This is an optimization exercise on Yosys and OpenROAD, whose aim is small area, a short achievable clock period and few clock cycles per item, not a production implementation.
RTL that was checked went through simulation tests only; none was proved equivalent to the original.
Power is estimated from default activity; no workload was simulated.

## run A
Design bcmseq, start of the top module:
module bcmseq #(
    parameter [15:0] BASE_LOOP_TICKS = 16'd8,
    parameter [15:0] CALL_OVERHEAD   = 16'd2,
    parameter [15:0] FIRST_INTERVAL  = 16'd100
) (
    input  wire        clk,
    input  wire        rst,
    input  wire        cmd_valid,
    input  wire [51:0] cmd,
    output reg         cmd_ready,
    output reg         rsp_valid,
    output wire [7:0]  rsp,
    input  wire [1:0]  rot,
    output reg         hm_en,
    output reg         hm_we,
    output reg  [10:0] hm_addr,
    output wire [7:0]  hm_wdata,
    input  wire [7:0]  hm_rdata,
    output reg         sm_en,
    output reg  [10:0] sm_addr,
    input  wire [7:0]  sm_rdata,
    output reg         tmr_load,
    output wire [15:0] tmr_period,
    output reg         tmr_stop,
    input  wire        tmr_expire,
    output reg         p_blank,
    output reg         p_lat,
    output reg         p_clk,
    output reg  [3:0]  p_addr,
    output reg  [5:0]  p_data
);
    localparam [3:0] OP_BEGIN    = 4'h1,
  ...
clock: 6.0 ns
lec_check: 0
cap_margin: 20
core_margin: 2
core_utilization: 40
cts_buf_list: sky130_fd_sc_hd__clkbuf_8
cts_cluster_size: 20
setup_slack_margin: 3.8
slew_margin: 20
tns_end_percent: 5
buffer_ports_args: -buffer_cell sky130_fd_sc_hd__buf_1
standard.sh (not shown) runs the stock make flow with config.mk's settings and CLKGATE_MAP_FILE= SYNTH_SCRIPT=/design/flow/synth_recipe.tcl, a recipe that flattens the netlist after the stock synthesis.
==> flow/flow/run.sh <==
#!/bin/bash
# Standard layout, with the port buffers that buffer_ports inserts made
# sky130_fd_sc_hd__buf_1 (the resizer may still size them up) instead of the
# delay cell it picks by default. Every port still gets its own buffer.
set -euo pipefail
echo 'export BUFFER_PORTS_ARGS = -buffer_cell sky130_fd_sc_hd__buf_1' >> config.mk
bash standard.sh > standard_flow.log 2>&1
Having completed the whole flow, run A delivered a layout that passed the timing, design-rule and antenna checks.
Testbench counts of run A, summed over its fixed seeds: cycles 49,192, ticks 768.
Inputs modified between run A and run B:
# run A
export LEC_CHECK = 0
export CAP_MARGIN = 20
export CORE_MARGIN = 2
export CORE_UTILIZATION = 40
export CTS_BUF_LIST = sky130_fd_sc_hd__clkbuf_8
export CTS_CLUSTER_SIZE = 20
export SETUP_SLACK_MARGIN = 3.8
export SLEW_MARGIN = 20
export TNS_END_PERCENT = 5
export BUFFER_PORTS_ARGS = -buffer_cell sky130_fd_sc_hd__buf_1
create_clock -name core_clock -period 6.0 [get_ports {clk}]
# run B
export LEC_CHECK = 0
export CAP_MARGIN = 20
export CORE_MARGIN = 2
export CORE_UTILIZATION = 40
export SETUP_SLACK_MARGIN = 3.5
export SLEW_MARGIN = 20
export BUFFER_PORTS_ARGS = -buffer_cell sky130_fd_sc_hd__buf_1
create_clock -name core_clock -period 6.0 [get_ports {clk}]
Results
- Run B does worse than run A on static power due to leakage.
- From run A to run B the numbers moved as follows: via count of the first global-routing pass now sits higher; source-to-sink clock delay at the later pin of the worst-skew pair lost 40 ps; power share of the sequential group went down; post-place instance area went down.
- In run B, the met3 layer wire length in the routed design came out 10% above the value in run A.
- Between run A and run B, the worst setup slack is higher for run A.
- The final-layout clock-cell area share in run B was higher than what run A gave.
- More vias were needed by run B than by run A.
- Violation count after the first detailed-routing iteration (run B / run A): 0.894
Input changes introduced in run C (baseline for comparison: run B):
# run B
export LEC_CHECK = 0
export CAP_MARGIN = 20
export CORE_MARGIN = 2
export CORE_UTILIZATION = 40
export SETUP_SLACK_MARGIN = 3.5
export SLEW_MARGIN = 20
export BUFFER_PORTS_ARGS = -buffer_cell sky130_fd_sc_hd__buf_1
create_clock -name core_clock -period 6.0 [get_ports {clk}]
# run C
export LEC_CHECK = 0
export CAP_MARGIN = 20
export CORE_MARGIN = 2
export CORE_UTILIZATION = 40
export CTS_BUF_LIST = sky130_fd_sc_hd__clkbuf_8
export CTS_CLUSTER_SIZE = 20
export SETUP_SLACK_MARGIN = 3.5
export SLEW_MARGIN = 20
export BUFFER_PORTS_ARGS = -buffer_cell sky130_fd_sc_hd__buf_1
create_clock -name core_clock -period 6.0 [get_ports {clk}]
### Flow results
Run C gives more routed length on met1 than run B did.
Clock buffer instance count of the final layout on run C is down relative to run B.
Run C vs. run B: worst setup slack went down by 16 ps.
The setup clock skew after layout of run C was inferior to that of run B.
Relative to run B, the final cell area reported for run C is lower.
Run C | stages: all done | timing, DRC, antenna: all pass
Looking at number of buffers and inverters on the critical path across run B and run C, the one that comes out lower is run C.
On run C: total power is 0.00013 W lower than what run B gave.
Delta (run C minus run B): clock network fraction of design power decreased by 5.3 points relative to the old numbers; sequential share of layout area increased by 0.61 points relative to the old numbers.
Inputs modified between run C and run D:
# run C
export LEC_CHECK = 0
export CAP_MARGIN = 20
export CORE_MARGIN = 2
export CORE_UTILIZATION = 40
export CTS_BUF_LIST = sky130_fd_sc_hd__clkbuf_8
export CTS_CLUSTER_SIZE = 20
export SETUP_SLACK_MARGIN = 3.5
export SLEW_MARGIN = 20
export BUFFER_PORTS_ARGS = -buffer_cell sky130_fd_sc_hd__buf_1
create_clock -name core_clock -period 6.0 [get_ports {clk}]
# run D
export LEC_CHECK = 0
export CAP_MARGIN = 20
export CORE_MARGIN = 2
export CORE_UTILIZATION = 40
export CTS_BUF_LIST = sky130_fd_sc_hd__clkbuf_8
export CTS_CLUSTER_SIZE = 20
export SETUP_SLACK_MARGIN = 4.0
export SLEW_MARGIN = 20
export BUFFER_PORTS_ARGS = -buffer_cell sky130_fd_sc_hd__buf_1
create_clock -name core_clock -period 6.0 [get_ports {clk}]
Findings:
- Taking run C as the reference point, the worst-case register-to-register setup slack of run D rises by 230 ps.
- Diff run D..run C | TritonCTS buffer count | unchanged
- Slack of the critical path: higher on run D
- Delta (run D minus run C): utilization increased 7.1 points; final cell count increased 3.4%; area of the multi-input gates increased 12%; number of non-clock inverters essentially unchanged; via count increased about 3.6%.
- Lower HPWL reported at the end of detailed placement goes to run D over run C.
- Relative to run C, share of the final layout cell area in multi-input gates has decreased by 1.3 points in run D.
- Re max-slew headroom at the worst pin: run D and run C aren't equal, and the higher value belongs to run D.
## Diff of input files: run E against run D
# run D
export LEC_CHECK = 0
export CAP_MARGIN = 20
export CORE_MARGIN = 2
export CORE_UTILIZATION = 40
export CTS_BUF_LIST = sky130_fd_sc_hd__clkbuf_8
export CTS_CLUSTER_SIZE = 20
export SETUP_SLACK_MARGIN = 4.0
export SLEW_MARGIN = 20
export BUFFER_PORTS_ARGS = -buffer_cell sky130_fd_sc_hd__buf_1
create_clock -name core_clock -period 6.0 [get_ports {clk}]
# run E
export LEC_CHECK = 0
export ABC_AREA = 1
export CAP_MARGIN = 20
export CORE_MARGIN = 2
export CORE_UTILIZATION = 40
export CTS_BUF_LIST = sky130_fd_sc_hd__clkbuf_8
export CTS_CLUSTER_SIZE = 20
export SETUP_SLACK_MARGIN = 3.8
export SLEW_MARGIN = 20
export BUFFER_PORTS_ARGS = -buffer_cell sky130_fd_sc_hd__buf_1
create_clock -name core_clock -period 6.0 [get_ports {clk}]
--- outcome ---
- Summary of run E over run D: non-clock buffer share of cell area now sits lower, pre-CTS worst setup slack now sits higher, layout overhead on the synthesized area now sits lower, internal power now sits lower.
- Comparing the two runs side by side, run E comes out ahead of run D on routed wire length.
- Run E and run D all finish clean.
- Run E ends up with lower first-pass GRT wire length than run D does.

== pepper ==
bcmseq, a different RTL version from the one above (not shown whole).
Size: ~110 flip-flops, about 150 I/O pins, about 5400 µm² of cells after synthesis.
clock: 6.0 ns
lec_check: 0
abc_area: 1
cap_margin: 20
core_margin: 2
core_utilization: 50
cts_buf_list: sky130_fd_sc_hd__clkbuf_8
cts_cluster_size: 20
setup_slack_margin: 3.8
slew_margin: 20
buffer_ports_args: -buffer_cell sky130_fd_sc_hd__buf_1
Scripts as last shown in full above: flow/flow/run.sh
Testbench counts of pepper, summed over its fixed seeds: cycles 49,192, ticks 768.
diff inputs: pepper => raven
- CORE_UTILIZATION now 40, was 50
==> comparison <==
pepper ended up with sky130_fd_sc_hd__edfxtp_1 as its master of the slowest instance on the critical path; raven ended up with sky130_fd_sc_hd__dfxtp_2. Where first-pass GRT wire length is concerned, pepper is better than raven. Part of the total power dissipated in the clock network in raven is 0.7 points below pepper. Changes observed in raven relative to pepper: power share of the combinational group did not really move; final critical-path share of the clock period decreased by 0.27 points relative to the old numbers; critical path depth has remained practically unchanged.

north:
bcmseq, a different RTL version from the one above (not shown whole).
Size in the first run: about 110 flip-flops, about 150 I/O pins.
clock: 6.0 ns
lec_check: 0
abc_clock_period_in_ps: 2000
cap_margin: 20
core_margin: 2
core_utilization: 40
setup_slack_margin: 3.5
slew_margin: 20
run.sh (not shown) runs the stock make flow with config.mk's settings and CLKGATE_MAP_FILE= SYNTH_SCRIPT=/design/flow/synth_recipe.tcl, a recipe that flattens the netlist after the stock synthesis.
Stock flow here: none of the scripts above is used.
Per the final summary, north finished and its layout is clean on timing, DRC and antenna.
## Diff of input files: south against north
Settings: ABC_CLOCK_PERIOD_IN_PS no longer set, was 2000; SETUP_SLACK_MARGIN now 4.5, was 3.5.
Results
south completed; timing, DRC and antenna clean. Across both runs, area growth from synthesis to layout was higher for south than for north. Sort north and south by power, descending, and south comes first. Compared south vs north, and fraction of area in registers is down in south. Final net count up 67 in south wrt north. In south the count of cell instances traversed by the critical path turned out 1 higher than in north. Note that the area of the multi-input gates recorded for north amounts to 0.821 times the value seen in south. Re deepest level of the CTS H-tree: no difference whatsoever between south and north. south against north: share of total power in the clock network moved down, final core utilization moved up.
The following lists how east was set up differently from south:
Settings: swapping 4.5 for 3.5 in SETUP_SLACK_MARGIN; putting BUFFER_PORTS_ARGS at -buffer_cell sky130_fd_sc_hd__buf_1 where nothing was set.
==> flow/flow/run.sh (new file) <==
#!/bin/bash
# Standard layout, with the port buffers that buffer_ports inserts made
# sky130_fd_sc_hd__buf_1 (the resizer may still size them up) instead of the
# delay cell it picks by default. Every port still gets its own buffer.
set -euo pipefail
echo 'export BUFFER_PORTS_ARGS = -buffer_cell sky130_fd_sc_hd__buf_1' >> config.mk
bash standard.sh > standard_flow.log 2>&1
==> flow/standard.sh (new file) <==
#!/bin/bash
# synth_recipe.tcl (not shown) runs the flow's synth.tcl, then flattens the netlist and writes it again
# the make line also repeats each setting of config.mk as NAME=value (left out here)
make -C /OpenROAD-flow-scripts/flow DESIGN_CONFIG=/design/flow/config.mk WORK_HOME=/design/flow/orfs CLKGATE_MAP_FILE= SYNTH_SCRIPT=/design/flow/synth_recipe.tcl "${@:-finish}"
removed: flow/run.sh
[summary]
- The layout buffer count excluding clock buffers reported for east is smaller than that of south by 33%.
- The routed via count divided by cell count number comes out lower for east vs south.
- Going from south to east, relative slew slack shrinks by 3.5 points.
- south → east: sum of routed wire length over all layers lower; portion of the clock cycle consumed by the worst path in the final layout roughly the same.
- sky130_fd_sc_hd__o311a_1 as the cell at the slowest stage of the critical path was reported by east, and sky130_fd_sc_hd__or2_4 by south.
Edits applied to the flow inputs when going from east to west:
Settings: removing BUFFER_PORTS_ARGS (formerly -buffer_cell sky130_fd_sc_hd__buf_1).
==> flow/run.sh (new file) <==
#!/bin/bash
# synth_recipe.tcl (not shown) runs the flow's synth.tcl, then flattens the netlist and writes it again
# the make line also repeats each setting of config.mk as NAME=value (left out here)
make -C /OpenROAD-flow-scripts/flow DESIGN_CONFIG=/design/flow/config.mk WORK_HOME=/design/flow/orfs CLKGATE_MAP_FILE= SYNTH_SCRIPT=/design/flow/synth_recipe.tcl finish
removed: flow/flow/run.sh
removed: flow/standard.sh
Findings:
The total met2 wirelength after detailed routing in east is 0.927 times that in west. west gives less smallest setup slack after layout than east did. Diff east -> west: area after detailed placement moved up, cell area after layout rose 14%.
No functional check of the RTL was part of any run of this note.

==> re-timing with driven ports <==
The flow's constraints put no driver on any port. The routed layouts listed below were extracted and timed again, unchanged, in two steps. Step 1 sets driving cells, clkbuf_16 on the clock port and buf_2 on the other inputs (assumed; they add their load-dependent delay and slew). Step 2 moves the port delays by t, midway between the first and last clock arrival at a register: inputs arrive t later, outputs are due t later. That takes back most of the time a late clock gives input paths. Three values: no drivers, after step 1, after step 2; two values: the first two.
| run | shift t [ns] | slack for setup (ns) | worst data-port slew with drivers (ns) |
|---|---|---|---|
| run A | 0.416 | 3.718 / 3.722 / 3.310 | 0.04 |
| run B | 0.388 | 3.668 / 3.682 / 3.294 | 0.05 |
| run C | 0.419 | 3.652 / 3.664 / 3.245 | 0.04 |
| run D | 0.418 | 3.817 / 3.815 / 3.397 | 0.06 |
| run E | 0.421 | 3.853 / 3.817 / 3.515 | 0.04 |
| pepper | 0.417 | 3.835 / 3.801 / 3.485 | 0.04 |
| raven | 0.414 | 3.851 / 3.817 / 3.495 | 0.05 |
| north | 0.391 | 3.447 / 3.425 / 3.034 | 0.06 |
| south | 0.384 | 3.501 / 3.456 / 3.073 | 0.09 |
| east | 0.392 | 3.502 / 3.476 / 3.084 | 0.09 |
| west | 0.391 | 3.447 / 3.425 / 3.034 | 0.06 |
After both steps every run listed still meets setup and hold. For south, which loses most, drivers alone change the setup slack by -0.045 ns; drivers and shift together by -0.428 ns.
